What follows belongs to an exercise in optimizing a design on an open flow for small area; a production flow would make more cautious choices.
Where RTL was checked, it was by simulation tests only, not by an equivalence proof against the original.
The RTL of run 6 was laid out without a check of its function.
No activity file was given, so power comes from the tool's default toggle rates.

[flow/config.mk]
export PLATFORM = sky130hd
export DESIGN_NAME = anna_cpu
export DESIGN_NICKNAME = anna_cpu
export VERILOG_FILES = /design/flow/design.v
export SDC_FILE = /design/flow/constraint.sdc
export NUM_CORES = 4
export LEC_CHECK = 0
export ABC_AREA = 1
export CAP_MARGIN = 20
export CORE_MARGIN = 2
export CORE_UTILIZATION = 40
export SLEW_MARGIN = 20
[flow/constraint.sdc]
create_clock -name core_clock -period 10.0 [get_ports {clk}]
set_input_delay 2.0000 -clock core_clock [delete_from_list [all_inputs] [get_ports {clk}]]
set_output_delay 2.0000 -clock core_clock [all_outputs]
set_load 0.01 [all_outputs]
[flow/design.v]
module anna_cpu (
    input  wire        clk,
    input  wire        rst,           
    input  wire        run_start,
    input  wire [15:0] run_budget,
    output reg         done,
    output wire [1:0]  stop_reason,   
    output wire [1:0]  fault_code,    
    output reg  [1:0]  status,        
    output wire [15:0] pc,
    output wire [31:0] cycles,
    output wire        mem_req,
    output wire        mem_we,
    output wire [15:0] mem_addr,
    output wire [15:0] mem_wdata,
    input  wire        mem_gnt,
    input  wire [15:0] mem_rdata,
    input  wire        in_valid,
    input  wire [15:0] in_data,
    output wire        in_pop,
    output wire        out_valid,
    output wire [1:0]  out_kind,      
    output wire [15:0] out_data
);
    localparam [1:0] ST_HALTED = 2'd0, ST_RUNNING = 2'd1, ST_PAUSED = 2'd2;
    localparam [3:0] S_IDLE   = 4'd0,
                     S_START  = 4'd1,
                     S_FETCH  = 4'd2,
                     S_DATA   = 4'd3,
                     S_DEC    = 4'd4,
                     S_ALIGN  = 4'd5,
                     S_PASS   = 4'd6,
                     S_MEM    = 4'd7,
                     S_LDATA  = 4'd8,
                     S_OUT    = 4'd9,
                     S_COMMIT = 4'd10;
    reg [3:0]   st;
    reg [3:0]   ph;           
    reg [3:0]   pn;           
    reg         clr;          
    reg         stp;          
    reg [111:0] rf;           
    reg [15:0]  t, g;         
    reg [15:0]  a;            
    reg [15:0]  b;            
    reg [15:0]  ir;
    reg [31:0]  cyc;
    reg         cnt_on, cnt_off;    
    reg ca, cp, c2, c3, cc, gb, seen;
    reg qz, qsg, psg;         
    reg dr, dr1, bd1, bd2, bq1, bq2, pd, c4;
    reg nh, nl, qh, ql;       
    reg rsel, rneg;           
    assign pc        = a;
    assign mem_addr  = a;
    assign mem_wdata = b;
    assign out_data  = b;
    assign cycles    = cyc;
    wire [3:0] op  = ir[15:12];
    wire [2:0] rd  = ir[11:9];
    wire [2:0] rs1 = ir[8:6];
    wire [2:0] rs2 = ir[5:3];
    wire [2:0] fn  = ir[2:0];
    wire c_math  = (op == 4'd0);
    wire c_mul   = c_math && (fn == 3'd5);
    wire c_div   = c_math && (fn[2:1] == 2'b11);
    wire c_alu   = c_math && !c_mul && !c_div;
    wire c_jalr  = (op == 4'd1);
    wire c_in    = (op == 4'd2);
    wire c_addi  = (op == 4'd3);
    wire c_shf   = (op == 4'd4);
    wire c_lw    = (op == 4'd5);
    wire c_sw    = (op == 4'd6);
    wire c_lli   = (op == 4'd7);
    wire c_lui   = (op == 4'd8);
    wire c_br    = (op >= 4'd9) && (op <= 4'd14);
    wire c_o     = (op == 4'd15);
    wire c_inval = c_o && (fn > 3'd2);
    wire c_sent  = (ir == 16'hF000);
    wire c_halt  = c_o && (rd == 3'd0);
    wire c_outs  = c_o && (rd != 3'd0) && (fn == 3'd1);
    wire c_out   = c_o && (rd != 3'd0) && (fn != 3'd1);
    wire c_one   = c_alu || c_addi || c_lli || c_lui || c_in || c_jalr;
    assign stop_reason = {status[0], status[1]};
    assign fault_code  = {!c_in, c_in || c_div};
    wire [7:0] tap;
    assign tap[0] = 1'b0;
    genvar gi;
    generate
        for (gi = 1; gi < 8; gi = gi + 1) begin : g_tap
            assign tap[gi] = rf[16*(gi-1)];
        end
    endgenerate
    wire [2:0] qi = c_math ? rs2 : rd;
    wire p = tap[rs1];
    wire q = tap[qi];
    wire bz = (b == 16'd0);
    wire gz = (g == 16'd0);
    wire first = (ph == 4'd0);
    wire lastb = (ph == 4'd15);
    wire pa    = (st == S_PASS) && !stp;
    wire is6   = c_addi || c_lw || c_sw;
    wire irlo  = ir[ph[2:0]];
    wire immhi = ph[3] || (is6 && ph[2] && ph[1]);
    wire imm   = immhi ? (is6 ? ir[5] : ir[7]) : irlo;
    wire asub = c_math && (fn == 3'd1);
    wire ay   = c_math ? (q ^ asub) : imm;
    wire acin = first ? asub : ca;
    wire asum = p ^ ay ^ acin;
    wire acy  = (p & ay) | (p & acin) | (ay & acin);
    reg br_taken;
    always @(*) begin
        case (op)
            4'd9:    br_taken = qz;
            4'd10:   br_taken = !qz;
            4'd11:   br_taken = !qsg && !qz;
            4'd12:   br_taken = !qsg;
            4'd13:   br_taken = qsg;
            4'd14:   br_taken = qsg || qz;
            default: br_taken = 1'b0;
        endcase
    end
    wire use_t = c_lw || c_sw || (c_outs && bz);
    wire px    = use_t ? t[0] : a[0];
    wire py    = c_br && br_taken && imm;
    wire pcin  = first ? 1'b1 : cp;
    wire psum  = px ^ py ^ pcin;
    wire pcy   = (px & py) | (px & pcin) | (py & pcin);
    wire [5:0] sn   = ir[5:0];
    wire       spos = !sn[5] && (sn != 6'd0);
    wire       sneg = sn[5];
    wire [5:0] sm   = 6'd0 - sn;
    wire [3:0] slim = spos ? sn[3:0] : sm[3:0];
    wire       sbig = spos ? sn[4] : (sm[5] | sm[4]);
    wire       sless = sbig || (ph < slim);
    reg  tx, ty, tz, tia, tib;
    wire ts1  = tx ^ ty ^ tz;
    wire tc1  = (tx & ty) | (tx & tz) | (ty & tz);
    wire tca  = first ? tia : ca;
    wire tcb  = first ? tib : c2;
    wire tsum = ts1 ^ tca ^ tcb;
    wire tc2  = (ts1 & tca) | (ts1 & tcb) | (tca & tcb);
    wire dfin  = (pn == 4'd10);
    wire negd  = !rneg ^ qsg;                    
    wire d2    = first ? qsg : (bq1 ^ qsg);      
    wire d4    = (ph[3:1] == 3'd0) ? qsg : (bq2 ^ qsg);
    always @(*) begin
        if (c_mul) begin                         
            tx  = (ph[3:1] == 3'd0) ? 1'b0 : bd2;
            ty  = ql & p;
            tz  = qh & pd & !first;
            tia = 1'b0;
            tib = 1'b0;
        end else if (dfin) begin                 
            tx  = t[0];
            ty  = rsel & d2;
            tz  = rneg & (q ^ qsg);
            tia = rsel & qsg;
            tib = rneg & qsg;
        end else begin                           
            tx  = first ? nh : dr;
            ty  = rsel & d4;
            tz  = q ^ negd;
            tia = rsel & qsg;
            tib = negd;
        end
    end
    wire msum = tsum;
    wire r1   = tsum;
    wire rsum = tsum;
    wire dx2  = first ? nl : dr1;
    wire dya  = qsg ? q : ~q;
    wire dca  = first ? ~qsg : c3;
    wire r2a  = dx2 ^ dya ^ dca;
    wire r2ac = (dx2 & dya) | (dx2 & dca) | (dya & dca);
    wire dcc  = first ? qsg : c4;
    wire r2b  = r2a ^ d2 ^ dcc;
    wire r2bc = (r2a & d2) | (r2a & dcc) | (d2 & dcc);
    wire qstr = (ph == 4'd0) ? ql : (ph == 4'd1) ? qh : bd2;    
    wire isdivq = (fn == 3'd6);
    wire nv    = (pn == 4'd1) ? p : (isdivq ? qstr : rsum);
    wire nneg  = (pn == 4'd1) ? psg : (isdivq ? (psg ^ qsg) : psg);
    wire seen0 = first ? 1'b0 : seen;
    wire nout  = nv ^ (nneg & seen0);
    reg        wr;         
    reg        wbit;
    reg        a_sh, a_in;
    reg        b_sh, b_in;
    reg        t_wr, t_in;
    always @(*) begin
        wr = 1'b0; wbit = 1'b0;
        a_sh = 1'b0; a_in = psum;
        b_sh = 1'b0; b_in = 1'b0;
        t_wr = 1'b0; t_in = 1'b0;
        if (st == S_PASS && stp) b_sh = 1'b1;
        if (pa) begin
            if (c_one) begin
                wr = 1'b1;
                a_sh = 1'b1;
                if (c_jalr) begin
                    a_in = q;
                    wbit = psum;
                end else if (c_alu) begin
                    case (fn)
                        3'd2:    wbit = p & q;
                        3'd3:    wbit = p | q;
                        3'd4:    wbit = ~p;
                        default: wbit = asum;
                    endcase
                end else if (c_addi) wbit = asum;
                else if (c_lli) wbit = imm;
                else if (c_lui) wbit = ph[3] ? irlo : q;
                else begin                        
                    wbit = b[0];
                    b_sh = 1'b1;
                end
            end
            if (c_br && pn == 4'd1) a_sh = 1'b1;
            if (c_shf) begin
                case (pn)
                    4'd0: begin b_sh = 1'b1; b_in = p; end
                    4'd1: b_sh = sneg && sless;
                    default: begin
                        b_sh = !(spos && sless);
                        wr   = 1'b1;
                        wbit = (spos && sless) ? 1'b0 : b[0];
                        a_sh = 1'b1;
                    end
                endcase
            end
            if (c_lw || c_sw) begin
                if (pn == 4'd0) begin
                    a_sh = 1'b1; a_in = asum;
                    t_wr = 1'b1; t_in = a[0];
                    if (c_sw) begin b_sh = 1'b1; b_in = q; end
                end else begin
                    a_sh = 1'b1;
                    if (c_lw) begin wr = 1'b1; wbit = b[0]; b_sh = 1'b1; end
                end
            end
            if (c_out) begin
                a_sh = 1'b1;
                b_sh = 1'b1; b_in = q;
            end
            if (c_outs) begin
                a_sh = 1'b1;
                if (pn == 4'd0) begin
                    a_in = q;
                    t_wr = 1'b1; t_in = a[0];
                end
            end
            if (c_mul) begin
                t_wr = 1'b1;
                t_in = (pn == 4'd0) ? 1'b0 : msum;
                if (pn == 4'd8) begin
                    wr = 1'b1; wbit = msum; a_sh = 1'b1;
                end
            end
            if (c_div) begin
                if (pn == 4'd1) begin
                    b_sh = 1'b1; b_in = nout;
                    t_wr = 1'b1; t_in = 1'b0;
                end else if (pn != 4'd0) begin
                    b_sh = 1'b1; b_in = qstr;
                    if (pn == 4'd10) begin
                        wr = 1'b1; wbit = nout; a_sh = 1'b1;
                    end else begin
                        t_wr = 1'b1; t_in = r2a;
                    end
                end
            end
        end
    end
    wire [2:0] wsel = c_jalr ? rs1 : rd;
    wire clrp = (st == S_PASS) && stp && clr;
    integer i;
    always @(posedge clk) begin
        for (i = 1; i < 8; i = i + 1) begin
            if (clrp)
                rf[16*(i-1) +: 16] <= {1'b0, rf[16*(i-1)+1 +: 15]};
            else if (wr && (wsel == i))
                rf[16*(i-1) +: 16] <= {wbit, rf[16*(i-1)+1 +: 15]};
            else
                rf[16*(i-1) +: 16] <= {rf[16*(i-1)], rf[16*(i-1)+1 +: 15]};
        end
        t <= {t_wr ? t_in : t[0], t[15:1]};
        if (st == S_PASS && stp)
            g <= {b[0], g[15:1]};
        else if (cnt_on)
            g <= {g[0] ^ (first | gb), g[15:1]};
        else
            g <= {g[0], g[15:1]};
    end
    wire ccin  = first | cc;
    wire cs0   = cyc[0] ^ ccin;
    wire cs1   = cyc[1] ^ (cyc[0] & ccin);
    wire cy_sh = !rst && cnt_on;
    wire cy_hd = !rst && cnt_off;
    wire a_sr  = !rst && a_sh;
    wire a_hd  = !rst && !a_sh;
    wire b_ldm = (st == S_LDATA);
    wire b_ldr = (st == S_IDLE) && run_start;
    wire b_hd  = !b_sh && !b_ldm && !in_pop && !b_ldr;
    always @(posedge clk) begin
        cyc <= ({32{cy_hd}} & cyc) | ({32{cy_sh}} & {cs1, cs0, cyc[31:2]});
        a   <= ({16{a_hd}} & a) | ({16{a_sr}} & {a_in, a[15:1]});
        b   <= ({16{b_hd}} & b) | ({16{b_sh}} & {b_in, b[15:1]}) | ({16{b_ldm}} & mem_rdata)
             | ({16{in_pop}} & in_data) | ({16{b_ldr}} & run_budget);
        if (st == S_DATA) ir <= mem_rdata;
        cc   <= cyc[1] & cyc[0] & ccin;
        gb   <= (first | gb) & !g[0];
        ca   <= (c_mul || c_div) ? tc1 : acy;
        c2   <= tc2;
        c3   <= r2ac;
        c4   <= r2bc;
        bq1  <= q;
        bq2  <= bq1;
        cp   <= pcy;
        seen <= seen0 | nv;
        dr   <= t[0];
        dr1  <= r1;
        pd   <= p;
        bd1  <= c_mul ? t[0] : b[0];
        bd2  <= bd1;
        if (pn == 4'd0) begin
            qz <= (first ? 1'b1 : qz) & !q;
            if (lastb) begin qsg <= q; psg <= p; end
        end
        if (pa && c_mul && ph[3:1] == ~pn[2:0]) begin
            if (ph[0]) nh <= q; else nl <= q;
        end
        if (pa && c_div && b_sh) begin
            if (ph == 4'd14) nl <= b_in;
            if (ph == 4'd15) nh <= b_in;
        end
        if (pa && lastb) begin
            if (c_mul) begin
                qh <= (pn == 4'd0) ? q : nh;
                ql <= nl;
            end
            if (c_div) begin
                if (pn == 4'd1) begin
                    rsel <= 1'b0;
                    rneg <= 1'b0;
                end else begin
                    rsel <= r1;
                    rneg <= r1 ? r2b : r2a;
                    qh   <= !r1;
                    ql   <= !(r1 ? r2b : r2a);
                end
            end
        end
    end
    assign mem_req   = (st == S_FETCH) || (st == S_MEM);
    assign mem_we    = (st == S_MEM) && c_sw;
    assign out_valid = (st == S_OUT);
    assign out_kind  = c_outs ? {1'b1, bz} : {1'b0, ir[1]};
    assign in_pop    = (st == S_DEC) && c_in && in_valid;
    wire cnt_next = lastb && (((st == S_ALIGN) && !stp && (pn == 4'd0) && !c_div) ||
                              ((st == S_PASS) && !stp && c_div && (pn == 4'd0) && !(qz && !q)));
    always @(posedge clk) begin
        if (rst) begin
            st      <= S_IDLE;
            ph      <= 4'd0;
            clr     <= 1'b1;
            status  <= ST_HALTED;
            done    <= 1'b0;
            cnt_on  <= 1'b0;
            cnt_off <= 1'b1;
        end else begin
            ph   <= ph + 4'd1;
            done <= 1'b0;
            if (lastb) begin
                cnt_on  <= cnt_next;
                cnt_off <= !cnt_next;
            end
            case (st)
                S_IDLE: if (run_start) st <= S_START;
                S_START: begin
                    if (bz) begin
                        done   <= 1'b1;
                        status <= ST_PAUSED;
                        st     <= S_IDLE;
                    end else begin
                        stp <= 1'b1;
                        st  <= S_ALIGN;
                    end
                end
                S_FETCH: if (mem_gnt) st <= S_DATA;
                S_DATA: begin
                    status <= ST_RUNNING;
                    st     <= S_DEC;
                end
                S_DEC: begin
                    pn <= 4'd0;
                    if (c_inval || (c_in && !in_valid)) begin
                        done <= 1'b1;
                        st   <= S_IDLE;
                    end else if (c_sent) begin
                        done   <= 1'b1;
                        status <= ST_HALTED;
                        st     <= S_IDLE;
                    end else begin
                        st <= S_ALIGN;
                    end
                end
                S_ALIGN: if (lastb) st <= S_PASS;
                S_PASS: begin
                    if (lastb) begin
                        if (stp) begin
                            stp <= 1'b0;
                            clr <= 1'b0;
                            st  <= S_FETCH;
                        end else begin
                            pn <= pn + 4'd1;
                            if (c_mul) begin
                                if (pn == 4'd8) st <= S_COMMIT;
                            end else if (c_div) begin
                                if (pn == 4'd0 && qz && !q) begin
                                    done <= 1'b1;
                                    st   <= S_IDLE;
                                end
                                if (pn == 4'd10) st <= S_COMMIT;
                            end else if (c_br) begin
                                if (pn == 4'd1) st <= S_COMMIT;
                            end else if (c_shf) begin
                                if (pn == 4'd2) st <= S_COMMIT;
                            end else if (c_lw || c_sw) begin
                                st <= (pn == 4'd0) ? S_MEM : S_COMMIT;
                            end else if (c_out) begin
                                st <= S_OUT;
                            end else if (c_outs) begin
                                pn <= 4'd1;
                                st <= (pn != 4'd0 && bz) ? S_COMMIT : S_MEM;
                            end else begin
                                st <= S_COMMIT;
                            end
                        end
                    end
                end
                S_MEM: if (mem_gnt) st <= c_sw ? S_ALIGN : S_LDATA;
                S_LDATA: st <= c_outs ? S_OUT : S_ALIGN;
                S_OUT: st <= c_outs ? S_ALIGN : S_COMMIT;
                S_COMMIT: begin
                    if (c_halt) begin
                        done   <= 1'b1;
                        status <= ST_HALTED;
                        st     <= S_IDLE;
                    end else if (gz) begin
                        done   <= 1'b1;
                        status <= ST_PAUSED;
                        st     <= S_IDLE;
                    end else begin
                        st <= S_FETCH;
                    end
                end
                default: st <= S_IDLE;
            endcase
        end
    end
endmodule
[flow/flow/run.sh]
#!/bin/bash
# Standard layout, with the smallest buffer cell on the ports and a leaner clock tree.
set -euo pipefail
export BUFFER_PORTS_ARGS="-buffer_cell sky130_fd_sc_hd__buf_1"
export CTS_ARGS="-sink_clustering_enable -repair_clock_nets -sink_clustering_size 15 -sink_clustering_max_diameter 80 -buf_list {sky130_fd_sc_hd__clkbuf_8} -dont_use_dummy_load"
bash standard.sh > standard_flow.log 2>&1
[flow/standard.sh]
#!/bin/bash
# synth_recipe.tcl (not shown) runs the flow's synth.tcl, then flattens the netlist and writes it again
# the make line also repeats each setting of config.mk as NAME=value (left out here)
make -C /OpenROAD-flow-scripts/flow DESIGN_CONFIG=/design/flow/config.mk WORK_HOME=/design/flow/orfs CLKGATE_MAP_FILE= SYNTH_SCRIPT=/design/flow/synth_recipe.tcl "${@:-finish}"
==> reports/summary.txt, run 1 <==
Status - complete, no violations
Cell mode on critical path - inv_1
CTS H-tree lvls - 1
Most frequent cells in the layout - dfxtp_1, nand2_1, buf_1
Synth Cell Area - 10,200 sq um
Setup violators final - 0
RSZ-0062 raised after global routing - no
Synth area leaders - dfxtp_1, edfxtp_1, nand2_1
Hold Crit Class - reg -> reg
HPWL after DPL - 18,600 um
Crit-path cells - inv_1 > ha_1 > inv_1 > nor2_1 > inv_1 > nor2_1 > nand2_1 > o21ai_0 > buf_1
Yosys top cell area share - 0.471
Antenna violations before repair - 0
CP arrival - 3.08 ns
Router iterations before antenna repair - 5
Final Instance Area - 11,100 sq um
DR iter-0 viols - 607
Final core utilization - 0.445
Met1 Usage GRT - 0.260
Drt drc - 0
P_leak - 4.44 nW
Die width - 163 um
Commonest non-fill, non-tap cell in the layout - dfxtp_1
Core footprint - 25,000 sq um
Drt wl/cell - 15.5 um
Routed vias - 8,071
Hold_buf cts - 0
Multi-input gate area - 3540 sq um
Avg Cell Area, Syn - 8.88 sq um
Max-Cap Viols - 0
GRT Max-Usage Layer - met2
Crit path time final - 5.08 ns
Post-CTS Setup Bufs - 0
CP Launch Type - flip-flop
Clk latency of the worst-skew pair - 0.53 ns
Starting Density - 0.406
PortBufs - 161
CTS tree - yes
Final Max Slew Viols - 0
Fraction of layout cells with a size suffix above 1 - 0.0511
Longest Clk Path Bufs - 3
Number of diodes - 0
Worst Tran Pin Value - 0.858 ns
CP max-delay cell - nor2_1
Worst setup EP type - primary output
Grt ovf - 0
Clk slew on worst S/H paths - 0.11 ns
Bufs and invs on worst path - 4
# rows - 58
Worst endpoint required time - 8.00 ns
Synth Instances - 1,144
Number of clock sinks - 267
Met3 GRT Util - 0.0254
Seq cells post-synth - 267
Power Density - 203 nW/um^2
VDD IR-drop max - 0.000116 V
Synth-to-Final Area Change - 9.54%
Placed cell area - 10,800 sq um
Reg area - 5630 sq um
GRT Overall Usage - 0.183
Period utilisation layout - 0.508
Syn. warnings - 1
Min Hold Slack - 0.318 ns
Seq/Total Area, Yosys - 0.554
Root Buffer - clkbuf_8
Nets - 1,352
Delay-heaviest family, CP - simple AND/OR/NAND/NOR gates
Slew Limit Headroom - 0.426
CTS Buf Count - 21
I/O pin total - 162
ANT nets after route - 0
GR Util met2 - 0.287
Fill cells - 2,504
Die Ht - 163 um
GP Congestion - 0.965
Inst Count DP - 1,581
First-pass GRT wire length - 38,700 um
Final Hold Viols - 0
Final wirelength - 24,800 um
Vias in the first global route - 7,321
Synth area leader - dfxtp_1
Post-Layout Cell Count - 1,602
Post-cts sizing count - 0
Die area - 26,700 sq um
Crit Path Category - reg -> out
Syn nets - 1,222
Avg Vias per Cell - 5.04
Largest net degree at the start of global routing - 33
Setup TNS - 0 ns
Critical Path Max Stage Delay - 0.68 ns
Max frequency - 197 MHz
Netlist cell types - 53
Maximum fanout along the worst path - 10
Max Clock Skew - 0.0199 ns
kinds of logic (layout without fill, tap and decap cells):
group / count (synthesis) / count (layout) / synth area share
adders and majority gates: 25 / 25 / 0.0352
and+or+nand+nor: 396 / 396 / 0.173
AOI/OAI and AO/OA: 220 / 220 / 0.131
buffers and inverters: 226 / 354 / 0.0985
xor gates and xnor gates: 10 / 10 / 0.00862
DFF: 267 / 267 / 0.554
synthesized netlist by cell type, drive strengths merged:
cell type and number:
o41ai 1, nor3 21, o31ai 5, a31oi 9
a32oi 1, o22ai 48, o2bb2ai 1, nor4 7
xor2 4, o32ai 4, buf 44, nor2 95
a211oi 6, nand3 58, nand2 190, clkbuf 12
a22o 8, o211ai 5, a22oi 1, and3 1
o21ai 63, and2 1, a31o 1, dfxtp 239
clkinv 3, inv 167, nand3b 5, a21oi 53
nand4 15, edfxtp 28, ha 19, a221oi 2
a2111oi 4, or2 3, fa 6, o21bai 8
xnor2 6
final timing paths:
path                             start           to  slack (ns)  cells after the start
worst max-delay path             ir[1]  out_kind[0]        4.92                      9
worst min-delay path               bd1          bd2        0.32                      0
worst max register to register  ir[15]        b[15]        5.42                     23
worst min register to register     bd1          bd2        0.32                      0
power breakdown:
group          leakage, nW  switching, mW  internal, mW  total [mW]
Combinational         2.10          0.336         0.170       0.506
Clock                0.151          0.317         0.189       0.506
Sequential            2.19         0.0823          1.17        1.25
stage by stage:
stage	worst slack [ns]	total power, mW
after detailed placement	5.11	1.77
after global placement	5.17	1.77
after floorplan	5.41	1.64
after global routing	4.71	2.38
final	4.92	2.26
after CTS	5.01	2.28
layout make-up:
class / instances / share of cell area
repair buffers: 163 / 0.0556
clock buffers: 21 / 0.0260
flip-flops and latches: 267 / 0.505
inverters: 170 / 0.0574
multi-input cells: 651 / 0.318
well taps: 330 / 0.0371
per-layer routing:
| layer | wire length (um) | share of wire |
|---|---|---|
| met5 | 0 | 0 |
| met4 | 617 | 0.025 |
| met2 | 10600 | 0.43 |
| met1 | 11900 | 0.48 |
| met3 | 1690 | 0.068 |
flip-flops by register name, indices dropped and copies added (netlist names), 2 cells and up:
name / count
b: 16
g: 16
cyc: 32
status: 2
ph: 4
pn: 4
rf: 112
t: 16
a: 16
st: 4
ir: 16
==> run 2: changes to the inputs <==
--- a/flow/config.mk
+++ b/flow/config.mk
@@ -7,3 +7,2 @@
 export LEC_CHECK = 0
-export ABC_AREA = 1
 export CAP_MARGIN = 20
==> run 2 against run 1 <==
Compared with the run above: die area increased by 3.8%; maximum frequency decreased by 8.0%; still clean on timing, DRC and antenna; combinational power decreased by 3%; register-to-register slack got worse by 0.94 ns; routed wire length increased by 3.9%; worst setup slack got worse by 0.44 ns; flip-flop and latch count unchanged.
==> reports/summary.txt, run 2 <==
Status - complete, no violations
HPWL after DPL - 18,500 um
Bufs and invs on worst path - 1
Synth area leaders - dfxtp_1, edfxtp_1, buf_4
Period utilisation layout - 0.552
Reg power frac - 0.559
Synth area leader - dfxtp_1
CP Launch Type - flip-flop
Worst Tran Pin Value - 0.971 ns
Grt ovf - 0
Nets - 1,159
Core footprint - 26,000 sq um
Setup violators final - 0
Avg Vias per Cell - 5.55
CP max-delay cell - edfxtp_1
Most frequent cells after synthesis - dfxtp_1, nor2_1, nand2_1, clkbuf_1
Critical Path Max Stage Delay - 0.68 ns
Pint - 1.55 mW
Reg area - 5630 sq um
Psw - 720 uW
Root Buffer - clkbuf_8
Routed vias - 7,854
Number of clock sinks - 267
Antenna violations before repair - 0
RSZ-0062 raised after global routing - no
VDD IR-drop max - 0.000146 V
GRT Overall Usage - 0.180
Die area - 27,700 sq um
CTS Buf Count - 21
Ys flop type - dfxtp_1
Gate power share - 0.217
Post-cts sizing count - 0
Drt drc - 0
Maximum fanout along the worst path - 21
Max frequency - 181 MHz
Final core utilization - 0.438
PortBufs - 161
Clock power share - 0.224
Commonest non-fill, non-tap cell in the layout - dfxtp_1
Avg Cell Area, Syn - 10.7 sq um
Synth Cell Area - 10,600 sq um
Crit Path Category - reg -> reg
Asr flop ratio synth - 0
Final Hold Viols - 0
Count leader, synth - dfxtp_1
Synth Instances - 988
Post-synth EDFFs - 28
Post-CTS Setup Bufs - 0
Max Clock Skew - 0.0360 ns
Seq/Total Area, Yosys - 0.533
Starting Density - 0.406
DR iter-0 viols - 879
Number of diodes - 0
Seq cells post-synth - 267
Worst endpoint required time - 10.42 ns
Top flop regs - rf x112, cyc x32
Largest register FFs - 112
Delay-heaviest family, CP - compound AO/OA/AOI/OAI gates
CTS tree - yes
Top reg by flops - rf
CTS H-tree lvls - 1
Worst setup EP type - flip-flop
Power Density - 200 nW/um^2
# rows - 59
Cell mode on critical path - a21oi_1
Crit path time final - 5.52 ns
I/O pin total - 162
Min Hold Slack - 0.324 ns
P_leak - 4.24 nW
Router iterations before antenna repair - 9
Largest net degree at the start of global routing - 36
Post-Layout Cell Count - 1,414
First-pass GRT wire length - 40,900 um
Most frequent cells in the layout - dfxtp_1, buf_1, nor2_1
Clk latency of the worst-skew pair - 0.54 ns
Hold Crit Class - reg -> reg
Synth-to-Final Area Change - 7.86%
GP Congestion - 0.951
Yosys top cell area share - 0.453
Max-Cap Viols - 0
Die Ht - 166 um
Multi-input gate area - 4210 sq um
Overall Power - 2.27 mW
Syn. warnings - 1
Sw frac - 0.317
Inst Count DP - 1,393
Crit-path cells - nor4_4 > mux2i_1 > a221oi_1 > a21o_1 > inv_2 > xnor2_1 > nand2_1 > a31o_2 > fa_1 > fa_1 > a21oi_1 > nor2_1 > a21oi_1 > mux2_2 > a21oi_1 > o41ai_1
Final wirelength - 25,800 um
Final Max Slew Viols - 0
Netlist cell types - 91
Longest Clk Path Bufs - 3
Syn nets - 1,066
ANT nets after route - 0
Hold_buf cts - 0
Vias in the first global route - 7,446
Setup TNS - 0 ns
Slew Limit Headroom - 0.344
Drt wl/cell - 18.3 um
Fraction of layout cells with a size suffix above 1 - 0.0658
Die width - 166 um
Clk slew on worst S/H paths - 0.10 ns
Fill cells - 2,541
CP arrival - 5.94 ns
==> run 2: cell count changes in the layout (fill, tap and decap cells not counted), sizes merged, moves of 15 or more <==
| cell | change |
|---|---|
| nor2 | -22 |
| nand2b | +15 |
| nand2 | -136 |
| a22o | +24 |
| nand3 | -38 |
| a222oi | +16 |
| mux2i | +24 |
| a21oi | -23 |
| o22ai | -44 |
| o21ai | -36 |
| a221o | +15 |
| inv | -126 |
==> run 2: layout make-up <==
type | instances | area share
sequential | 267 | 0.494
multi-input combinational | 578 | 0.370
timing repair buffer | 170 | 0.0590
tap | 335 | 0.0368
clock buffer | 21 | 0.0254
inverter | 43 | 0.0146
==> run 2: routing by layer <==
layer | track usage | routed length, um | vias up
li1 | - | - | 3738
met1 | 0.248 | 11500 | 3748
met2 | 0.288 | 11600 | 314
met3 | 0.0314 | 1890 | 54
met4 | 0.0600 | 764 | 0
met5 | 0 | 0 | -
==> run 2: worst paths after layout <==
| check | start | to | slack (ns) | cells past startpoint |
|---|---|---|---|---|
| hold reg to reg | rf[107] | rf[106] | 0.32 | 0 |
| hold / removal | rf[107] | rf[106] | 0.32 | 0 |
| setup / recovery | ir[12] | rf[15] | 4.48 | 16 |
| setup reg to reg | ir[12] | rf[15] | 4.48 | 16 |
==> run 2: cell families (layout without fill, tap and decap cells) <==
family	count (synthesis)	count (layout)	share of synthesized area
buffers and inverters	143	234	0.0699
AO/OA/AOI/OAI	235	235	0.173
XOR/XNOR	19	19	0.0158
multiplexers	37	37	0.0427
adder cells (fa/ha/maj)	25	25	0.0339
flip-flops	267	267	0.533
AND/OR/NAND/NOR	262	262	0.132
==> run 2: power groups by stage <==
stage               sequential [mW]  clock (mW)  combinational [mW]
floorplan                      1.25           0               0.417
global placement               1.29           0               0.489
detailed placement             1.29           0               0.486
CTS                            1.27       0.535               0.491
global route                   1.28       0.570               0.541
finish                         1.27       0.510               0.493
==> run 2: through the flow <==
step / worst slack, ns / area [sq um]
after global placement: 4.72 / 11100
after floorplan: 5.20 / 10600
after detailed placement: 4.62 / 11100
after CTS: 4.62 / 11400
after global routing: 4.20 / 11400
final: 4.48 / 11400
==> run 3: changes to the inputs <==
==> flow/flow/run.sh (replaced) <==
#!/bin/bash
# Standard layout with three changes: an area-oriented ABC script in synthesis
# (registers are untouched), the smallest buffer cell on the ports, and a
# leaner clock tree. Each tool's log is in orfs/logs; make's output is in
# standard_flow.log.
set -euo pipefail
here=$(pwd)
export FLOW_ABC_SCRIPT="$here/flow/abc_area.script"
export BUFFER_PORTS_ARGS="-buffer_cell sky130_fd_sc_hd__buf_1"
export CTS_ARGS="-sink_clustering_enable -repair_clock_nets -sink_clustering_size 15 -sink_clustering_max_diameter 80 -buf_list {sky130_fd_sc_hd__clkbuf_8} -dont_use_dummy_load"
bash standard.sh "SYNTH_SCRIPT=$here/flow/synth.tcl" finish > standard_flow.log 2>&1
==> flow/flow/abc_area.script (new file) <==
strash
balance
rewrite
refactor
balance
rewrite
rewrite -z
balance
refactor -z
rewrite -z
balance
dch -f
amap
==> flow/flow/synth.tcl (new file) <==
# The standard flow's synthesis script (synth_recipe.tcl) with one change: the combinational
# logic is mapped by an area-oriented ABC script (flow/abc_area.script).
# Registers are mapped before ABC runs, so they are the standard synthesis's.
proc synth {args} { yosys synth -nofsm -noshare {*}$args }
proc abc {args} {
  set i [lsearch -exact $args -script]
  if {$i >= 0 && [string match *abc_area.script [lindex $args [expr {$i + 1}]]]} {
    lset args [expr {$i + 1}] $::env(FLOW_ABC_SCRIPT)
  }
  yosys abc {*}$args
}
source $::env(SCRIPTS_DIR)/synth.tcl
# left out here: clear keep_hierarchy, flatten, clean up, hide names made inside functions, write 1_2_yosys.v
--- a/flow/config.mk
+++ b/flow/config.mk
@@ -7,2 +7,3 @@
 export LEC_CHECK = 0
+export ABC_AREA = 1
 export CAP_MARGIN = 20
==> run 3 against run 2 <==
Compared with the run above: still clean; non-clock buffer count fell by 4; clock power shrank 1%; final cell count grew 2.0%; clock-buffer cell count is the same; first-iteration DRC count decreased by 34%; final area decreased by 6.4%; sequential share of layout area rose by 3.4 points; flip-flop and latch count is the same; worst hold slack lost 0.0034 ns; global-route usage rose by 0.61 points; synthesized cell count decreased by 1.7%; critical endpoint is now rf[95].
==> reports/summary.txt, run 3 <==
Status - complete, no violations
Grt ovf - 0
Die width - 159 um
Synth area leader - dfxtp_1
Core footprint - 23,500 sq um
Post-synthesis xor/xnor area fraction - 0
Cell mode on critical path - clkinv_1
Hold endpoint - rf[88]
Psw - 618 uW
Seq cells post-synth - 267
Top flop regs - rf x112, cyc x32
Post-cts sizing count - 0
Longest Clk Path Bufs - 3
Setup TNS - 0 ns
RSZ-0062 raised after global routing - no
R2R cell count - 22
DR iter-0 viols - 580
HP Start - rf[89]
Post-synth EDFFs - 28
Pint - 1.47 mW
Crit Path Category - reg -> reg
CTS tree - yes
Bufs and invs on worst path - 5
Synth Cell Area - 9590 sq um
P_leak - 3.71 nW
Netlist cell types - 46
CP arrival - 6.84 ns
Gate power share - 0.184
Most frequent cells in the layout - dfxtp_1, buf_1, clkinv_1
Syn nets - 1,049
Synth Area in Compound Gates - 0.176
Hold Crit Class - reg -> reg
Reg power frac - 0.574
CTS H-tree lvls - 1
Drt drc - 0
Starting Density - 0.408
Maximum fanout along the worst path - 12
Mux cell area share after synthesis - 0
Delay-heaviest family, CP - compound AO/OA/AOI/OAI gates
Commonest non-fill, non-tap cell in the layout - dfxtp_1
Final Instance Area - 10,700 sq um
Routed vias - 7,632
Ys flop type - dfxtp_1
Synth-to-Final Area Change - 11.1%
Max frequency - 154 MHz
Fraction of layout cells with a size suffix above 1 - 0.0232
ANT nets after route - 0
Clk latency of the worst-skew pair - 0.54 ns
CTS Buf Count - 21
Worst endpoint required time - 10.37 ns
Post-Synth Adder-Cell Area - 0.0373
Vias in the first global route - 7,069
Reg-to-reg endpoint - rf[95]
Clock power share - 0.242
PortBufs - 161
Seq/Total Area, Yosys - 0.587
Final wirelength - 23,700 um
Asr flop ratio synth - 0
Placed cell area - 10,400 sq um
Die Ht - 159 um
Drt wl/cell - 16.4 um
Die area - 25,200 sq um
Largest family of logic cells by synthesized area - compound AO/OA/AOI/OAI gates
Root Buffer - clkbuf_8
CP Launch Type - flip-flop
Period utilisation layout - 0.647
GP Congestion - 0.970
Hold Path Stages - 0
GRT Overall Usage - 0.186
Worst Tran Pin Value - 1.11 ns
Largest net degree at the start of global routing - 33
Synth Instances - 971
Power Density - 196 nW/um^2
VDD IR-drop max - 0.000142 V
First-pass GRT wire length - 38,300 um
Clk slew on worst S/H paths - 0.11 ns
Final Max Slew Viols - 0
Nets - 1,203
R2r setup slk - 3.53 ns
Min Hold Slack - 0.321 ns
Router iterations before antenna repair - 6
Worst r2r src - ir[15]
Max-Cap Viols - 0
Crit path time final - 6.47 ns
Top reg by flops - rf
Crit-path cells - clkinv_1 > nand2_1 > nor2_1 > clkinv_1 > o22ai_1 > clkinv_1 > a22oi_1 > nor2_1 > o22ai_1 > clkinv_1 > o22ai_1 > and3_1 > o32ai_1 > fa_1 > fa_1 > clkinv_1 > a21oi_1 > o22ai_1 > nor2_1 > a21oi_1 > o221ai_1 > a221oi_1
Antenna violations before repair - 0
Syn. warnings - 1
Sw frac - 0.296
Count leader, synth - dfxtp_1
Avg Vias per Cell - 5.29
Simple-Gate Fraction of Synth Area - 0.115
Number of diodes - 0
Number of clock sinks - 267
Hold_buf cts - 0
Critical Path Max Stage Delay - 0.64 ns
Yosys top cell area share - 0.499
# rows - 56
Worst setup EP type - flip-flop
Most frequent cells after synthesis - dfxtp_1, clkinv_1, nor2_1, o22ai_1, nand2_1
Avg Cell Area, Syn - 9.87 sq um
Setup violators final - 0
Final Hold Viols - 0
I/O pin total - 162
Slew Limit Headroom - 0.259
Largest register FFs - 112
Post-CTS Setup Bufs - 0
Synth area leaders - dfxtp_1, edfxtp_1, clkinv_1
CP max-delay cell - fa_1
Max Clock Skew - 0.0291 ns
HPWL after DPL - 17,800 um
[run 3: cell count changes after synthesis, moves of 20 or more]
cell / change
clkinv_1: +147
o22ai_1: +61
clkbuf_1: -45
nor2_1: +42
inv_1: -40
a22o_1: -32
mux2i_1: -24
o221ai_1: +20
[run 3: power groups by stage]
stage               logic [mW]  registers (mW)  clock network, mW
finish                   0.385            1.20              0.504
CTS                      0.383            1.20              0.532
global route             0.430            1.21              0.569
detailed placement       0.380            1.22                  0
floorplan                0.285            1.22                  0
global placement         0.386            1.22                  0
[run 3: cell families (layout without fill, tap and decap cells)]
family | count (synthesis) | after routing
AND/OR/NAND/NOR | 251 | 251
flip-flops | 267 | 267
buffers and inverters | 183 | 335
adder cells (fa/ha/maj) | 25 | 25
AO/OA/AOI/OAI | 245 | 245
[run 3: per-stage QoR]
step | cells | setup WS (ns) | power, mW | util
4_1_cts | 1442 | 3.61 | 2.11 | 0.454
3_5_place_dp | 1421 | 3.61 | 1.60 | 0.442
5_1_grt | 1442 | 2.82 | 2.21 | 0.454
6_report | 1442 | 3.53 | 2.09 | 0.454
3_3_place_gp | 1421 | 3.83 | 1.61 | 0.442
2_1_floorplan | 971 | 4.76 | 1.51 | -
[run 3: layout make-up]
cell class / count / area, sq um
timing repair buffer: 166 / 642
multi-input combinational: 521 / 3140
fill: 2320 / 12800
clock buffer: 21 / 289
inverter: 148 / 556
sequential: 267 / 5630
tap: 319 / 399
[run 3: worst max-delay path by stage]
| stage | start | end | slack [ns] | cells after the start |
|---|---|---|---|---|
| finish | ir[15] | rf[95] | 3.53 | 22 |
| global route | ir[15] | rf[95] | 2.82 | 22 |
| CTS | ir[15] | rf[95] | 3.61 | 22 |
| detailed placement | ir[15] | rf[95] | 3.61 | 22 |
| global placement | ir[15] | rf[95] | 3.83 | 22 |
| floorplan | ir[15] | rf[47] | 4.76 | 22 |
[run 3: per-layer routing]
layer  vias to the layer above  track usage  share of wire
li1                       3725            -              -
met1                      3506        0.263           0.47
met2                       344        0.290           0.43
met3                        57       0.0285          0.072
met4                         0       0.0663          0.031
met5                         -            0              0
==> run 4: changes to the inputs <==
--- a/flow/design.v
+++ b/flow/design.v
@@ -40,3 +40,2 @@
     reg         clr;          
-    reg         stp;          
     reg [111:0] rf;           
@@ -48,5 +47,5 @@
     reg         cnt_on, cnt_off;    
-    reg ca, cp, c2, c3, cc, gb, seen;
+    reg ca, cp, c2, c3, seen;
     reg qz, qsg, psg;         
-    reg dr, dr1, bd1, bd2, bq1, bq2, pd, c4;
+    reg dr, dr1, bd1, bd2, bq1, bq2, c4;
     reg nh, nl, qh, ql;       
@@ -100,2 +99,3 @@
     wire lastb = (ph == 4'd15);
+    wire stp   = (pn == 4'd15);      
     wire pa    = (st == S_PASS) && !stp;
@@ -150,3 +150,3 @@
             ty  = ql & p;
-            tz  = qh & pd & !first;
+            tz  = qh & dr1 & !first;
             tia = 1'b0;
@@ -176,2 +176,4 @@
     wire dcc  = first ? qsg : c4;
+    wire cc   = c3;                  
+    wire gb   = c4;                  
     wire r2b  = r2a ^ d2 ^ dcc;
@@ -309,8 +311,6 @@
         if (st == S_DATA) ir <= mem_rdata;
-        cc   <= cyc[1] & cyc[0] & ccin;
-        gb   <= (first | gb) & !g[0];
         ca   <= (c_mul || c_div) ? tc1 : acy;
         c2   <= tc2;
-        c3   <= r2ac;
-        c4   <= r2bc;
+        c3   <= cnt_on ? (cyc[1] & cyc[0] & ccin) : r2ac;
+        c4   <= cnt_on ? ((first | gb) & !g[0]) : r2bc;
         bq1  <= q;
@@ -320,4 +320,3 @@
         dr   <= t[0];
-        dr1  <= r1;
-        pd   <= p;
+        dr1  <= c_mul ? p : r1;
         bd1  <= c_mul ? t[0] : b[0];
@@ -384,3 +383,3 @@
                     end else begin
-                        stp <= 1'b1;
+                        pn  <= 4'd15;
                         st  <= S_ALIGN;
@@ -410,3 +409,2 @@
                         if (stp) begin
-                            stp <= 1'b0;
                             clr <= 1'b0;
==> run 4 against run 3 <==
Compared with the run above: final area fell by 0.19%; critical path depth grew 2; worst hold slack worse by 0.0030 ns; combinational power is 7.8% higher; critical endpoint is now nh; clock skew increased by 0.011 ns.
==> reports/summary.txt, run 4 <==
Final Worst Setup Slack - 2.96 ns
Most frequent cells after synthesis - dfxtp_1, clkinv_1, nor2_1, o22ai_1, nand2_1
Max frequency - 142 MHz
Most frequent cells in the layout - dfxtp_1, buf_1, clkinv_1
Top reg by flops - rf
Number of clock sinks - 263
Drt drc - 0
Yosys top cell area share - 0.496
Hold Crit Class - reg -> reg
Final Hold Viols - 0
Grt ovf - 0
Max-Cap Viols - 0
Worst endpoint required time - 10.46 ns
Hold endpoint - g[13]
PortBufs - 161
Worst setup EP type - flip-flop
Syn. warnings - 1
GRT Overall Usage - 0.189
Synth-to-Final Area Change - 11.7%
DP Worst Slack - 3.17 ns
R2R cell count - 24
Hold_buf cts - 0
CTS H-tree lvls - 1
Die width - 158 um
Setup violators final - 0
Synth area leaders - dfxtp_1, edfxtp_1, clkinv_1
P_leak - 3.65 nW
Post-cts sizing count - 0
Top flop regs - rf x112, cyc x32
Max Clock Skew - 0.0400 ns
Final wirelength - 23,800 um
Longest Clk Path Bufs - 3
CP arrival - 7.50 ns
Clk slew on worst S/H paths - 0.11 ns
Synth Cell Area - 9520 sq um
Router iterations before antenna repair - 5
Avg Cell Area, Syn - 9.85 sq um
Period utilisation layout - 0.704
Post-CTS Setup Bufs - 0
Count leader, synth - dfxtp_1
HPWL after DPL - 18,000 um
Placed cell area - 10,300 sq um
Crit Path Category - reg -> reg
Die Ht - 158 um
Nets - 1,204
CTS Buf Count - 21
CP max-delay cell - fa_1
Routed vias - 7,570
Final Instance Area - 10,600 sq um
Maximum fanout along the worst path - 13
VDD IR-drop max - 0.000132 V
Avg Vias per Cell - 5.25
First-pass GRT wire length - 37,200 um
Synth Instances - 966
Netlist cell types - 48
Final Max Slew Viols - 0
Vias in the first global route - 6,941
Root Buffer - clkbuf_8
Critical Path Max Stage Delay - 0.71 ns
Syn nets - 1,044
Ys flop type - dfxtp_1
HP Start - g[14]
Worst r2r src - ir[12]
Power Density - 198 nW/um^2
Setup TNS - 0 ns
Core footprint - 23,400 sq um
Antenna violations before repair - 0
Number of diodes - 0
Drt wl/cell - 16.5 um
I/O pin total - 162
Commonest non-fill, non-tap cell in the layout - dfxtp_1
Clk latency of the worst-skew pair - 0.54 ns
Min Hold Slack - 0.318 ns
CTS tree - yes
ANT nets after route - 0
Crit path time final - 7.04 ns
Crit-path cells - nor2_1 > clkinv_1 > nor2_1 > clkinv_1 > o22ai_1 > clkinv_1 > o22ai_1 > o21ai_0 > o22ai_1 > clkinv_1 > a22oi_1 > and3_1 > o31ai_1 > fa_1 > fa_1 > clkinv_1 > a21oi_1 > o22ai_1 > nand2_1 > o21ai_0 > o32a_1 > o21ai_0 > nand2_1 > o32ai_1
CP Launch Type - flip-flop
Largest register FFs - 112
Seq/Total Area, Yosys - 0.582
Asr flop ratio synth - 0
Starting Density - 0.407
Fill cells - 2,317
GP Congestion - 0.986
Largest net degree at the start of global routing - 34
Reg area - 5540 sq um
RSZ-0062 raised after global routing - no
Cell mode on critical path - clkinv_1
Worst Tran Pin Value - 1.07 ns
Hold Path Stages - 0
Multi-input gate area - 3150 sq um
Fraction of layout cells with a size suffix above 1 - 0.0294
# rows - 56
Seq cells post-synth - 263
Reg-to-reg endpoint - nh
Post-synth EDFFs - 27
Slew Limit Headroom - 0.285
R2r setup slk - 2.96 ns
Synth area leader - dfxtp_1
Status - complete, no violations
DR iter-0 viols - 624
Die area - 25,000 sq um
==> run 4: cell types whose count changed after synthesis, moves of 5 or more <==
| cell | previous run | this run |
|---|---|---|
| nor2_1 | 115 | 109 |
| o22ai_1 | 65 | 72 |
| nand3_1 | 16 | 11 |
| clkinv_1 | 148 | 153 |
| o211ai_1 | 3 | 8 |
| a22oi_1 | 11 | 4 |
==> run 4: layout make-up <==
cell class                 instances  area share
tap                              319      0.0375
clock buffer                      21      0.0272
multi-input combinational        515       0.296
timing repair buffer             172      0.0646
sequential                       263       0.521
inverter                         153      0.0540
==> run 4: how the worst max path moves through the flow <==
stage,endpoint,cells past startpoint,start
final,nh,24,ir[12]
after global routing,nh,24,ir[12]
after CTS,nh,24,ir[12]
after detailed placement,nh,24,ir[12]
after global placement,nh,24,ir[12]
after floorplan,nh,24,ir[12]
==> run 4: layer usage <==
layer  track usage  up-vias  part of all wire
met5             0        -                 0
li1              -     3718                 -
met4        0.0661        0             0.031
met2         0.305      336              0.44
met3        0.0290       57             0.077
met1         0.259     3459              0.45
==> run 4: kinds of logic (layout without fill, tap and decap cells) <==
family / Yosys count / count (layout) / synth area share
adders and majority gates: 25 / 25 / 0.0376
and+or+nand+nor: 237 / 237 / 0.110
buffers and inverters: 188 / 346 / 0.0880
AOI/OAI and AO/OA: 253 / 253 / 0.182
DFF: 263 / 263 / 0.582
==> run 4: power breakdown <==
part | total, mW | internal [mW] | switching [mW]
clock | 0.495 | 0.189 | 0.306
sequential | 1.19 | 1.13 | 0.0625
combinational | 0.415 | 0.157 | 0.258
==> run 4: worst max-delay path, delay by kind of cell (launching register included) <==
kind | cells | cell delay [ns]
AOI/OAI and AO/OA | 12 | 2.74
buffers and inverters | 5 | 1.41
adders and majority gates | 2 | 1.18
and+or+nand+nor | 5 | 1.16
DFF | 1 | 0.46
==> run 4: stage by stage <==
step | util | cells | total power, mW
6_report | 0.454 | 1443 | 2.10
2_1_floorplan | - | 966 | 1.52
3_3_place_gp | 0.442 | 1422 | 1.63
5_1_grt | 0.454 | 1443 | 2.22
4_1_cts | 0.454 | 1443 | 2.13
3_5_place_dp | 0.442 | 1422 | 1.63
==> run 5: changes to the inputs <==
--- a/flow/flow/run.sh
+++ b/flow/flow/run.sh
@@ -9,3 +9,3 @@
 export BUFFER_PORTS_ARGS="-buffer_cell sky130_fd_sc_hd__buf_1"
-export CTS_ARGS="-sink_clustering_enable -repair_clock_nets -sink_clustering_size 15 -sink_clustering_max_diameter 80 -buf_list {sky130_fd_sc_hd__clkbuf_8} -dont_use_dummy_load"
+export CTS_ARGS="-sink_clustering_enable -repair_clock_nets -sink_clustering_size 20 -sink_clustering_max_diameter 90 -buf_list {sky130_fd_sc_hd__clkbuf_8} -dont_use_dummy_load"
 bash standard.sh "SYNTH_SCRIPT=$here/flow/synth.tcl" finish > standard_flow.log 2>&1
==> run 5 against run 4 <==
Compared with the run above: critical endpoint unchanged; final cell count down 0.28%; clock-buffer cell count down 4; sequential share of layout area up 0.27 points; largest cell class unchanged.
==> reports/summary.txt, run 5 <==
Ys flop type - dfxtp_1
Top flop regs - rf x112, cyc x32
Gate power share - 0.202
Largest register FFs - 112
Syn. warnings - 1
Final wirelength - 23,700 um
Clock power share - 0.219
Synth Cell Area - 9520 sq um
Top reg by flops - rf
Die area - 25,000 sq um
Pint - 1.44 mW
Routed vias - 7,600
P_leak - 3.62 nW
Most frequent cells after synthesis - dfxtp_1, clkinv_1, nor2_1, o22ai_1, nand2_1
Post-synth EDFFs - 27
CP max-delay cell - fa_1
Critical Path Max Stage Delay - 0.71 ns
Yosys top cell area share - 0.496
Maximum fanout along the worst path - 13
Worst Tran Pin Value - 1.06 ns
Count leader, synth - dfxtp_1
Min Hold Slack - 0.325 ns
Crit path time final - 7.09 ns
GRT Overall Usage - 0.189
Vias in the first global route - 6,923
Cell mode on critical path - clkinv_1
I/O pin total - 162
Max Clock Skew - 0.0663 ns
Nets - 1,200
Delay-heaviest family, CP - compound AO/OA/AOI/OAI gates
Synth area leaders - dfxtp_1, edfxtp_1, clkinv_1
Die Ht - 158 um
DR iter-0 viols - 647
Avg Vias per Cell - 5.28
Psw - 620 uW
DP Worst Slack - 3.17 ns
Longest Clk Path Bufs - 3
CTS tree - yes
Die width - 158 um
Asr flop ratio synth - 0
Period utilisation layout - 0.709
Worst endpoint required time - 10.44 ns
Post-CTS Setup Bufs - 0
Grt ovf - 0
Post-Layout Cell Count - 1,439
Final Max Slew Viols - 0
Bufs and invs on worst path - 5
Worst setup EP type - flip-flop
GRT Max-Usage Layer - met2
GR Util met2 - 0.302
Synth area leader - dfxtp_1
Most frequent cells in the layout - dfxtp_1, buf_1, clkinv_1
GP Congestion - 0.986
Setup TNS - 0 ns
Clk slew on worst S/H paths - 0.13 ns
Final Instance Area - 10,600 sq um
# rows - 56
Number of diodes - 0
Router iterations before antenna repair - 6
Overall Power - 2.06 mW
Avg Cell Area, Syn - 9.85 sq um
ANT nets after route - 0
Status - complete, no violations
Commonest non-fill, non-tap cell in the layout - dfxtp_1
Seq cells post-synth - 263
Crit Path Category - reg -> reg
Fill cells - 2,322
Final Worst Setup Slack - 2.91 ns
Starting Density - 0.407
Max frequency - 141 MHz
Inst Count DP - 1,422
Setup violators final - 0
PortBufs - 161
Drt wl/cell - 16.5 um
Hold_buf cts - 0
Final Hold Viols - 0
Crit-path cells - nor2_1 > clkinv_1 > nor2_1 > clkinv_1 > o22ai_1 > clkinv_1 > o22ai_1 > o21ai_0 > o22ai_1 > clkinv_1 > a22oi_1 > and3_1 > o31ai_1 > fa_1 > fa_1 > clkinv_1 > a21oi_1 > o22ai_1 > nand2_1 > o21ai_0 > o32a_1 > o21ai_0 > nand2_1 > o32ai_1
Netlist cell types - 48
RSZ-0062 raised after global routing - no
Final core utilization - 0.452
Synth-to-Final Area Change - 11.2%
Synth Instances - 966
CTS H-tree lvls - 1
Drt drc - 0
Max-Cap Viols - 0
Number of clock sinks - 263
Met1 Usage GRT - 0.258
HPWL after DPL - 18,000 um
Reg power frac - 0.579
Met3 GRT Util - 0.0276
Post-cts sizing count - 0
CP arrival - 7.53 ns
Fraction of layout cells with a size suffix above 1 - 0.0259
VDD IR-drop max - 0.000116 V
Placed cell area - 10,300 sq um
CTS Buf Count - 17
Seq/Total Area, Yosys - 0.582
Power Density - 195 nW/um^2
First-pass GRT wire length - 37,000 um
Largest net degree at the start of global routing - 34
Core footprint - 23,400 sq um
Syn nets - 1,044
Clk latency of the worst-skew pair - 0.53 ns
Slew Limit Headroom - 0.289
Hold Crit Class - reg -> reg
Sw frac - 0.300
Antenna violations before repair - 0
Root Buffer - clkbuf_8
CP Launch Type - flip-flop
==> run 5: cell types whose count changed in the layout (fill, tap and decap cells not counted) <==
cell      previous run  this run
clkbuf_8            21        17
==> run 5: per-layer routing <==
| metal | part of all wire | wire length (um) |
|---|---|---|
| met3 | 0.070 | 1660 |
| met4 | 0.033 | 795 |
| met1 | 0.45 | 10700 |
| met2 | 0.45 | 10600 |
| met5 | 0 | 0 |
==> run 5: cell families after synthesis <==
group / Yosys count / share of synthesized area
flip-flops: 263 / 0.582
AO/OA/AOI/OAI: 253 / 0.182
AND/OR/NAND/NOR: 237 / 0.110
buffers and inverters: 188 / 0.0880
adder cells (fa/ha/maj): 25 / 0.0376
==> run 5: worst reg2reg max path, delay by kind of cell, from the launching register on <==
kind	cells	cell delay [ns]
flip-flops	1	0.47
adder cells (fa/ha/maj)	2	1.18
buffers and inverters	5	1.43
AND/OR/NAND/NOR	5	1.17
AO/OA/AOI/OAI	12	2.77
==> run 5: power by group through the flow <==
stage	sequential (mW)	combinational, mW	clock (mW)
floorplan	1.21	0.308	0
global placement	1.22	0.415	0
detailed placement	1.22	0.413	0
CTS	1.20	0.415	0.483
global route	1.20	0.458	0.519
finish	1.20	0.417	0.453
==> run 5: cell type report <==
class,instances,area (sq um),area share
tap,319,399,0.0377
inverter,153,574,0.0543
timing repair buffer,172,687,0.0649
clock buffer,17,234,0.0221
sequential,263,5540,0.523
multi-input combinational,515,3150,0.298
==> run 5: worst paths after layout <==
kind / start / end / slack (ns) / cells past startpoint
setup / recovery: ir[12] / nh / 2.91 / 24
hold / removal: t[3] / t[2] / 0.33 / 0
setup reg to reg: ir[12] / nh / 2.91 / 24
hold reg to reg: t[3] / t[2] / 0.33 / 0
==> run 6: changes to the inputs <==
--- a/flow/design.v
+++ b/flow/design.v
@@ -128,9 +128,6 @@
     wire pcy   = (px & py) | (px & pcin) | (py & pcin);
-    wire [5:0] sn   = ir[5:0];
-    wire       spos = !sn[5] && (sn != 6'd0);
-    wire       sneg = sn[5];
-    wire [5:0] sm   = 6'd0 - sn;
-    wire [3:0] slim = spos ? sn[3:0] : sm[3:0];
-    wire       sbig = spos ? sn[4] : (sm[5] | sm[4]);
-    wire       sless = sbig || (ph < slim);
+    wire [5:0] sn    = ir[5:0];
+    wire       sge   = (ph >= sn[3:0]);
+    wire       s_pre = sn[5] && (!sn[4] || sge);
+    wire       s_hold = !sn[5] && (sn[4] || !sge);
     reg  tx, ty, tz, tia, tib;
@@ -223,7 +220,7 @@
                     4'd0: begin b_sh = 1'b1; b_in = p; end
-                    4'd1: b_sh = sneg && sless;
+                    4'd1: b_sh = s_pre;
                     default: begin
-                        b_sh = !(spos && sless);
+                        b_sh = !s_hold;
                         wr   = 1'b1;
-                        wbit = (spos && sless) ? 1'b0 : b[0];
+                        wbit = !s_hold && b[0];
                         a_sh = 1'b1;
--- a/flow/flow/run.sh
+++ b/flow/flow/run.sh
@@ -9,3 +9,3 @@
 export BUFFER_PORTS_ARGS="-buffer_cell sky130_fd_sc_hd__buf_1"
-export CTS_ARGS="-sink_clustering_enable -repair_clock_nets -sink_clustering_size 20 -sink_clustering_max_diameter 90 -buf_list {sky130_fd_sc_hd__clkbuf_8} -dont_use_dummy_load"
+export CTS_ARGS="-sink_clustering_enable -repair_clock_nets -sink_clustering_size 15 -sink_clustering_max_diameter 80 -buf_list {sky130_fd_sc_hd__clkbuf_8} -dont_use_dummy_load"
 bash standard.sh "SYNTH_SCRIPT=$here/flow/synth.tcl" finish > standard_flow.log 2>&1
--- a/flow/config.mk
+++ b/flow/config.mk
@@ -10,3 +10,3 @@
 export CORE_MARGIN = 2
-export CORE_UTILIZATION = 40
+export CORE_UTILIZATION = 65
 export SLEW_MARGIN = 20
==> run 6 against run 5 <==
Compared with the run above: largest power group unchanged; global-route usage increased by 9.6 points; highest routed layer unchanged; worst hold slack got worse by 0.0025 ns; power increased by 0.91%; combinational power decreased by 4%; final area decreased by 2.6%; final cell count decreased by 10%.
==> reports/summary.txt, run 6 <==
Post-CTS Setup Bufs - 0
CTS Buf Count - 21
PortBufs - 161
Clk latency of the worst-skew pair - 0.53 ns
# rows - 43
VDD IR-drop max - 0.000149 V
CTS tree - yes
Grt ovf - 0
Overall Power - 2.08 mW
Drt drc - 0
Power Density - 202 nW/um^2
Maximum fanout along the worst path - 13
Post-cts sizing count - 0
Final Max Slew Viols - 0
Max-Cap Viols - 0
Syn nets - 1,034
Synth Instances - 960
Crit Path Category - reg -> reg
DR iter-0 viols - 844
Clk slew on worst S/H paths - 0.09 ns
Largest register FFs - 112
Avg Cell Area, Syn - 9.80 sq um
Starting Density - 0.673
Reg area - 5540 sq um
CTS H-tree lvls - 1
Most frequent cells in the layout - dfxtp_1, buf_1, clkinv_1
Count leader, synth - dfxtp_1
Core footprint - 14,000 sq um
Crit path time final - 6.74 ns
Ys flop type - dfxtp_1
RSZ-0062 raised after global routing - no
Die area - 15,500 sq um
Synth-to-Final Area Change - 9.49%
Seq/Total Area, Yosys - 0.588
Worst setup EP type - flip-flop
Most frequent cells after synthesis - dfxtp_1, clkinv_1, nor2_1, o22ai_1, nand2_1
Syn. warnings - 1
Status - complete, no violations
Period utilisation layout - 0.674
Seq cells post-synth - 263
Antenna violations before repair - 0
Final wirelength - 22,300 um
Asr flop ratio synth - 0
Die Ht - 124 um
Longest Clk Path Bufs - 3
CP Launch Type - flip-flop
Hold Crit Class - reg -> reg
Router iterations before antenna repair - 6
Avg Vias per Cell - 5.98
P_leak - 3.58 nW
Slew Limit Headroom - 0.288
Multi-input gate area - 3040 sq um
ANT nets after route - 0
Synth area leader - dfxtp_1
Synth Cell Area - 9410 sq um
Number of clock sinks - 263
Die width - 124 um
Root Buffer - clkbuf_8
First-pass GRT wire length - 36,100 um
Synth area leaders - dfxtp_1, edfxtp_1, clkinv_1
Top reg by flops - rf
Number of diodes - 0
Routed vias - 7,723
Max frequency - 148 MHz
GRT Overall Usage - 0.286
I/O pin total - 162
Nets - 1,188
Setup violators final - 0
Worst Tran Pin Value - 1.06 ns
Final core utilization - 0.737
HPWL after DPL - 16,700 um
Post-synth EDFFs - 27
Largest net degree at the start of global routing - 34
Top flop regs - rf x112, cyc x32
Worst endpoint required time - 10.42 ns
Fill cells - 1,070
Fraction of layout cells with a size suffix above 1 - 0.0234
Drt wl/cell - 17.3 um
Setup TNS - 0 ns
Max Clock Skew - 0.0419 ns
GP Congestion - 0.997
Vias in the first global route - 7,114
R2r setup slk - 3.26 ns
Yosys top cell area share - 0.502
Commonest non-fill, non-tap cell in the layout - dfxtp_1
CP arrival - 7.16 ns
Final Hold Viols - 0
Hold_buf cts - 0
Netlist cell types - 44
-- run 6: area by class of cell --
| class | count | share of cell area |
|---|---|---|
| Timing Repair Buffer | 166 | 0.0623 |
| Tap cell | 180 | 0.0219 |
| Sequential cell | 263 | 0.537 |
| Inverter | 153 | 0.0557 |
| Multi-Input combinational cell | 509 | 0.295 |
| Clock buffer | 21 | 0.0281 |
-- run 6: worst paths after layout --
path	to	start	cells after the start
hold reg to reg	rf[33]	rf[34]	0
setup / recovery	rf[31]	ir[12]	23
hold / removal	rf[33]	rf[34]	0
setup reg to reg	rf[31]	ir[12]	23
-- run 6: logic make-up (layout without fill, tap and decap cells) --
family | count (synthesis) | in the layout | synth area share
and+or+nand+nor | 243 | 243 | 0.113
buffers and inverters | 188 | 340 | 0.0890
DFF | 263 | 263 | 0.588
AOI/OAI and AO/OA | 245 | 245 | 0.177
adders and majority gates | 21 | 21 | 0.0327
-- run 6: where the power goes --
group / leakage [nW] / internal (mW) / switching [mW]
combinational: 1.27 / 0.147 / 0.255
clock: 0.151 / 0.189 / 0.303
sequential: 2.15 / 1.13 / 0.0594
total: 3.58 / 1.47 / 0.617
-- run 6: layer usage --
| layer | global-route usage | vias to the layer above | wire (um) |
|---|---|---|---|
| met5 | 0 | - | 0 |
| met4 | 0.0952 | 0 | 678 |
| met3 | 0.0515 | 75 | 2130 |
| met2 | 0.463 | 439 | 10100 |
| met1 | 0.391 | 3532 | 9400 |
| li1 | - | 3677 | - |
-- run 6: metrics by stage --
stage / cells / hold slack (ns) / setup slack [ns] / area, sq um
finish: 1292 / 0.323 / 3.26 / 10300
global route: 1292 / 0.331 / 2.57 / 10300
CTS: 1292 / 0.324 / 3.34 / 10300
detailed placement: 1271 / 0.312 / 3.35 / 10000
global placement: 1271 / 0.310 / 3.54 / 10000
floorplan: 960 / 0.310 / 4.51 / 9410
-- run 6: worst max-delay path: stages (launching register included) --
cell,delay [ns]
edfxtp_1,0.47
nor2_1,0.19
clkinv_1,0.15
nor2_1,0.47
clkinv_1,0.21
o22ai_1,0.31
clkinv_1,0.20
a22oi_1,0.23
o32ai_1,0.11
o22ai_1,0.57
clkinv_1,0.54
o22ai_1,0.41
and3_1,0.20
o32ai_1,0.10
fa_1,0.47
fa_1,0.70
clkinv_1,0.14
a21oi_1,0.15
o22ai_1,0.11
nand2_1,0.08
o21ai_0,0.10
a21oi_1,0.15
o21ai_0,0.30
a221oi_1,0.32

[afterwards: timing with drivers on the ports]
In the flow no input, the clock included, has a driving cell. The finished layouts below were timed again as built, in two steps. Step 1 sets driving cells, clkbuf_16 on the clock port and buf_2 on the other inputs (assumed; they add their load-dependent delay and slew). Step 2 moves the port delays by t, midway between the first and last clock arrival at a register: inputs arrive t later, outputs are due t later. That takes back most of the time a late clock gives input paths. Three values: ideal, step 1, step 2; two values: the first two.
| run | t, ns | setup slack, ns | slew at the worst register clock pin (ns) | pins driven straight from the clock port |
|---|---|---|---|---|
| run 1 | 0.564 | 4.920 / 4.878 / 5.083 | 0.11 / 0.11 | 1 |
| run 2 | 0.569 | 4.476 / 4.476 / 4.476 | 0.10 / 0.10 | 1 |
| run 3 | 0.565 | 3.527 / 3.527 / 3.527 | 0.11 / 0.11 | 1 |
| run 4 | 0.562 | 2.963 / 2.963 / 2.963 | 0.11 / 0.11 | 1 |
| run 5 | 0.535 | 2.907 / 2.907 / 2.907 | 0.13 / 0.13 | 1 |
| run 6 | 0.545 | 3.264 / 3.264 / 3.264 | 0.10 / 0.10 | 1 |
After both steps every run listed still meets setup and hold.
